From an optimization exercise on the open Yosys and OpenROAD flow, aimed at small area, a short achievable clock period and few clock cycles per item; shortcuts taken in it are not production practice.
The RTL was checked by simulation tests, not by an equivalence proof against the original design.

## zinc
Design plc_blk_codec, start of the top module:
module plc_blk_codec (
    input  wire        clk,
    input  wire        rst,
    input  wire        tx_cmd_valid,
    output wire        tx_cmd_ready,
    input  wire [15:0] tx_cmd_ssn,
    input  wire [8:0]  tx_cmd_boff,
    input  wire        tx_cmd_bflag,
    input  wire        tx_cmd_long,
    input  wire        tx_in_valid,
    output wire        tx_in_ready,
    input  wire [31:0] tx_in_data,
    output wire        tx_out_valid,
    input  wire        tx_out_ready,
    output wire [31:0] tx_out_data,
    output wire        tx_out_last,
    input  wire        rx_in_valid,
    output wire        rx_in_ready,
    input  wire [31:0] rx_in_data,
    input  wire        rx_in_long,
    output wire        rx_res_valid,
    input  wire        rx_res_ready,
    output wire        rx_res_ok,
    output wire        rx_res_fmterr,
    output wire [31:0] rx_res_hdr
);
    plc_blk_tx u_tx (
        .clk(clk), .rst(rst),
  ...
For scale: ~170 I/O pins, roughly 0.011 sq mm of cells after synthesis.
==> flow/config.mk <==
export PLATFORM = sky130hd
export DESIGN_NAME = plc_blk_codec
export DESIGN_NICKNAME = plc_blk_codec
export VERILOG_FILES = /design/flow/design.v
export SDC_FILE = /design/flow/constraint.sdc
export NUM_CORES = 4
export LEC_CHECK = 0
export CAP_MARGIN = 20
export CORE_MARGIN = 2
export CORE_UTILIZATION = 65
export CTS_BUF_LIST = sky130_fd_sc_hd__clkbuf_4 sky130_fd_sc_hd__clkbuf_8
export CTS_CLUSTER_SIZE = 30
export PLACE_DENSITY = 0.8
export SETUP_SLACK_MARGIN = 2.5
export SLEW_MARGIN = 20
export DONT_USE_CELLS = sky130_fd_sc_hd__xor3_1 sky130_fd_sc_hd__xor3_2 sky130_fd_sc_hd__xor3_4 sky130_fd_sc_hd__xnor3_1 sky130_fd_sc_hd__xnor3_2 sky130_fd_sc_hd__xnor3_4
==> flow/constraint.sdc <==
create_clock -name core_clock -period 5.0 [get_ports {clk}]
set_input_delay 1.0000 -clock core_clock [delete_from_list [all_inputs] [get_ports {clk}]]
set_output_delay 1.0000 -clock core_clock [all_outputs]
set_load 0.01 [all_outputs]
standard.sh (not shown) runs the stock make flow with config.mk's settings and CLKGATE_MAP_FILE= SYNTH_SCRIPT=/design/flow/synth_recipe.tcl, a recipe that flattens the netlist after the stock synthesis.
==> flow/flow/run.sh <==
#!/bin/bash
# Standard ORFS layout with a few extra ORFS settings passed to make.
set -euo pipefail
# keep three-input XOR cells out of the mapping: two-input XORs are smaller
# and faster for the CRC networks
echo 'export DONT_USE_CELLS = sky130_fd_sc_hd__xor3_1 sky130_fd_sc_hd__xor3_2 sky130_fd_sc_hd__xor3_4 sky130_fd_sc_hd__xnor3_1 sky130_fd_sc_hd__xnor3_2 sky130_fd_sc_hd__xnor3_4' >> config.mk
bash standard.sh BUFFER_PORTS_ARGS=-buffer_cell\ sky130_fd_sc_hd__buf_1 finish > standard.log 2>&1
zinc has completed all stages; timing, DRC and antenna checks passed.
Testbench counts of zinc, summed over its fixed seeds: cycles 5,594, items 96.
The following lists how nickel was set up differently from zinc:
Settings: a change of SETUP_SLACK_MARGIN from 2.5 to 2.65; a change of PLACE_DENSITY from 0.8 to 0.6; a change of CORE_UTILIZATION from 65 to 40.
==> results.txt <==
The wire length of the first global-routing pass of nickel was inferior to that of zinc.
The sequential cell area share of nickel is lower than that of zinc.
> inputs changed (nickel -> ember)
Settings: a change of SETUP_SLACK_MARGIN from 2.65 to 2.5.
### Flow results
ember has completed all stages; timing, DRC and antenna checks passed.
ember drops fewer vias than nickel.
Summary of ember over nickel: largest net degree at the start of global routing moved down, final area lower, synthesized area about even, combined global-route utilization of all metal layers shrank by 0.46 points, final period demand of the worst path increased by 0.067 ns relative to the old numbers.
ember vs nickel, share of the cycle needed by the critical path after routing went up by 1.3 points.

* * *

Setup of build 2:
Another version of the RTL of plc_blk_codec (not shown whole).
Size in the first run: roughly 1100 cells after synthesis, roughly 170 I/O pins.
// plc_blk_codec
module plc_blk_codec (
    input  wire        clk,
    input  wire        rst,
    input  wire        tx_cmd_valid,
    output wire        tx_cmd_ready,
    input  wire [15:0] tx_cmd_ssn,
    input  wire [8:0]  tx_cmd_boff,
    input  wire        tx_cmd_bflag,
    input  wire        tx_cmd_long,
    input  wire        tx_in_valid,
    output wire        tx_in_ready,
    input  wire [31:0] tx_in_data,
    output wire        tx_out_valid,
    input  wire        tx_out_ready,
    output wire [31:0] tx_out_data,
    output wire        tx_out_last,
    input  wire        rx_in_valid,
    output wire        rx_in_ready,
    input  wire [31:0] rx_in_data,
    input  wire        rx_in_long,
    output wire        rx_res_valid,
    input  wire        rx_res_ready,
    output wire        rx_res_ok,
    output wire        rx_res_fmterr,
    output wire [31:0] rx_res_hdr
);
export LEC_CHECK = 0
export CAP_MARGIN = 20
export CORE_MARGIN = 2
export CORE_UTILIZATION = 50
export CTS_CLUSTER_SIZE = 40
export PLACE_DENSITY = 0.65
export SETUP_SLACK_MARGIN = 2.5
export SLEW_MARGIN = 20
export DONT_USE_CELLS = sky130_fd_sc_hd__xor3_1 sky130_fd_sc_hd__xor3_2 sky130_fd_sc_hd__xor3_4 sky130_fd_sc_hd__xnor3_1 sky130_fd_sc_hd__xnor3_2 sky130_fd_sc_hd__xnor3_4
create_clock -name core_clock -period 5.0 [get_ports {clk}]
Scripts as last shown in full above: flow/flow/run.sh
Testbench counts of build 2, summed over its fixed seeds: cycles 5,594, items 96.
For build 6, these inputs were changed with respect to build 2:
Settings: a change of CTS_CLUSTER_SIZE from 40 to 30; a change of PLACE_DENSITY from 0.65 to 0.6; a change of CORE_UTILIZATION from 50 to 40.
[summary]
Summary of build 6 over build 2: non-clock buffer area fraction after layout flat, synthesized area saw little to no change, register cell area after layout shows no meaningful change, non-clock buffer total of the final layout increased 2.
Edits applied to the flow inputs when going from build 6 to build 76:
Settings: CTS_CLUSTER_SIZE no longer set, was 30; SETUP_SLACK_MARGIN now 2.75, was 2.5; CORE_UTILIZATION now 55, was 40; PLACE_DENSITY now 0.75, was 0.6.
--- a/flow/flow/run.sh
+++ b/flow/flow/run.sh
@@ -7 +7 @@
-bash standard.sh BUFFER_PORTS_ARGS=-buffer_cell\ sky130_fd_sc_hd__buf_1 finish > standard.log 2>&1
+bash standard.sh BUFFER_PORTS_ARGS=-buffer_cell\ sky130_fd_sc_hd__buf_2 finish > standard.log 2>&1
--- outcome ---
The lower worst endpoint required time of build 76 and build 6 is in build 76. For build 6, the critical path's slowest cell was sky130_fd_sc_hd__edfxtp_1, unlike build 76, where it was sky130_fd_sc_hd__a21o_1. Critical path launch point = tx_out_ready: build 76; critical path launch point = u_tx.x[0]: build 6. Post-route worst hold slack down 0.010 ns in build 76 wrt build 6. Classification of the worst setup path = reg2reg: build 6; classification of the worst setup path = in2out: build 76.
[inputs] build 96 vs build 76
Settings: swapping 55 for 40 in CORE_UTILIZATION; swapping 0.75 for 0.6 in PLACE_DENSITY; swapping 2.75 for 2.6 in SETUP_SLACK_MARGIN.
## What came out
Build 96 reached the end of the flow, and the finished layout is clean on the timing, design-rule and antenna checks.
Summary of the comparison: area occupied by multi-input gates is lower in build 96, relative to build 76.
The final critical path time including I/O delays and setup of build 96 exceeds that of build 76 by 0.030 ns.
Total wire length after detailed routing in build 96 is about 5.5% below build 76.
Diff build 76 -> build 96: sum of buffers and inverters on the critical path now sits at about the same level; post-CTS setup repair buffer count now sits lower.
[compare] base=build 76 new=build 96: core occupancy in the finished layout saw a decrease; first-pass GRT wire length saw a decrease; average detailed-routed wire length per instance saw a decrease.

* * *

RTL: one of the versions met above, not the one the previous note started from.
Size in the first run: about 1,000 cells after synthesis, ~170 I/O pins, roughly 11,000 um2 of cells after synthesis.
// plc_blk_codec
module plc_blk_codec (
    input  wire        clk,
    input  wire        rst,
    input  wire        tx_cmd_valid,
    output wire        tx_cmd_ready,
    input  wire [15:0] tx_cmd_ssn,
    input  wire [8:0]  tx_cmd_boff,
    input  wire        tx_cmd_bflag,
    input  wire        tx_cmd_long,
    input  wire        tx_in_valid,
    output wire        tx_in_ready,
    input  wire [31:0] tx_in_data,
    output wire        tx_out_valid,
    input  wire        tx_out_ready,
    output wire [31:0] tx_out_data,
    output wire        tx_out_last,
    input  wire        rx_in_valid,
    output wire        rx_in_ready,
    input  wire [31:0] rx_in_data,
    input  wire        rx_in_long,
    output wire        rx_res_valid,
    input  wire        rx_res_ready,
    output wire        rx_res_ok,
    output wire        rx_res_fmterr,
    output wire [31:0] rx_res_hdr
);
export LEC_CHECK = 0
export CAP_MARGIN = 20
export CORE_MARGIN = 2
export CORE_UTILIZATION = 40
export CTS_CLUSTER_SIZE = 30
export PLACE_DENSITY = 0.6
export SETUP_SLACK_MARGIN = 2.5
export SLEW_MARGIN = 20
export DONT_USE_CELLS = sky130_fd_sc_hd__xor3_1 sky130_fd_sc_hd__xor3_2 sky130_fd_sc_hd__xor3_4 sky130_fd_sc_hd__xnor3_1 sky130_fd_sc_hd__xnor3_2 sky130_fd_sc_hd__xnor3_4
create_clock -name core_clock -period 5.0 [get_ports {clk}]
==> flow/flow/run.sh <==
#!/bin/bash
# Standard ORFS layout with a few extra ORFS settings passed to make.
set -euo pipefail
# keep three-input XOR cells out of the mapping: two-input XORs are smaller
# and faster for the CRC networks
echo 'export DONT_USE_CELLS = sky130_fd_sc_hd__xor3_1 sky130_fd_sc_hd__xor3_2 sky130_fd_sc_hd__xor3_4 sky130_fd_sc_hd__xnor3_1 sky130_fd_sc_hd__xnor3_2 sky130_fd_sc_hd__xnor3_4' >> config.mk
bash standard.sh BUFFER_PORTS_ARGS=-buffer_cell\ sky130_fd_sc_hd__buf_1 finish > standard.log 2>&1
Testbench counts at the start, summed over its fixed seeds: cycles 5,594, items 96.
==> next run, changes <==
Settings changed: CTS_BUF_LIST from default to sky130_fd_sc_hd__clkbuf_4 sky130_fd_sc_hd__clkbuf_8, SETUP_SLACK_MARGIN 2.5 to 2.35.
- The changed run finished clean
- die area stays the same
- maximum frequency is higher by 0.74%
- routed wire length is lower by 1.4%

separate check: timing with driven ports:
No port has a modelled driver above. Below, the same layouts with a new extraction and two added sets of constraints. Step 1 assumes that a clkbuf_16 drives the clock port and a buf_2 every other input. Step 2 also shifts input and output timing later by t, the mid clock arrival at the registers, as if the neighbouring blocks saw the same clock. Three values: ideal ports, drivers, drivers and shift; two values: the first two.
run | t (ns) | setup WS [ns] | worst hold slack (ns) | worst setup path after step 2 | latest minus earliest clock arrival (ns)
zinc | 0.512 | 2.534 / 2.512 / 2.193 | 0.474 / 0.474 / 0.474 | input to register | 0.025 / 0.025
nickel | 0.526 | 2.598 / 2.557 / 2.283 | 0.488 / 0.488 / 0.488 | input to register | 0.020 / 0.020
ember | 0.504 | 2.531 / 2.508 / 2.147 | 0.466 / 0.466 / 0.466 | input to register | 0.022 / 0.022
build 2 | 0.472 | 2.546 / 2.519 / 2.193 | 0.466 / 0.466 / 0.466 | input to register | 0.015 / 0.015
build 6 | 0.475 | 2.552 / 2.548 / 2.282 | 0.483 / 0.483 / 0.483 | input to register | 0.016 / 0.017
build 76 | 0.488 | 2.608 / 2.561 / 2.317 | 0.473 / 0.473 / 0.473 | input to register | 0.019 / 0.019
build 96 | 0.481 | 2.578 / 2.532 / 2.235 | 0.483 / 0.483 / 0.483 | input to register | 0.014 / 0.014
the first run of note 3 | 0.471 | 2.518 / 2.508 / 2.277 | 0.466 / 0.466 / 0.466 | input to register | 0.015 / 0.014
the second run of note 3 | 0.494 | 2.537 / 2.495 / 2.116 | 0.466 / 0.466 / 0.466 | input to register | 0.021 / 0.021
After both steps every run listed still meets setup and hold. For the second run of note 3, which loses most, drivers alone change the setup slack by -0.042 ns; drivers and shift together by -0.421 ns.
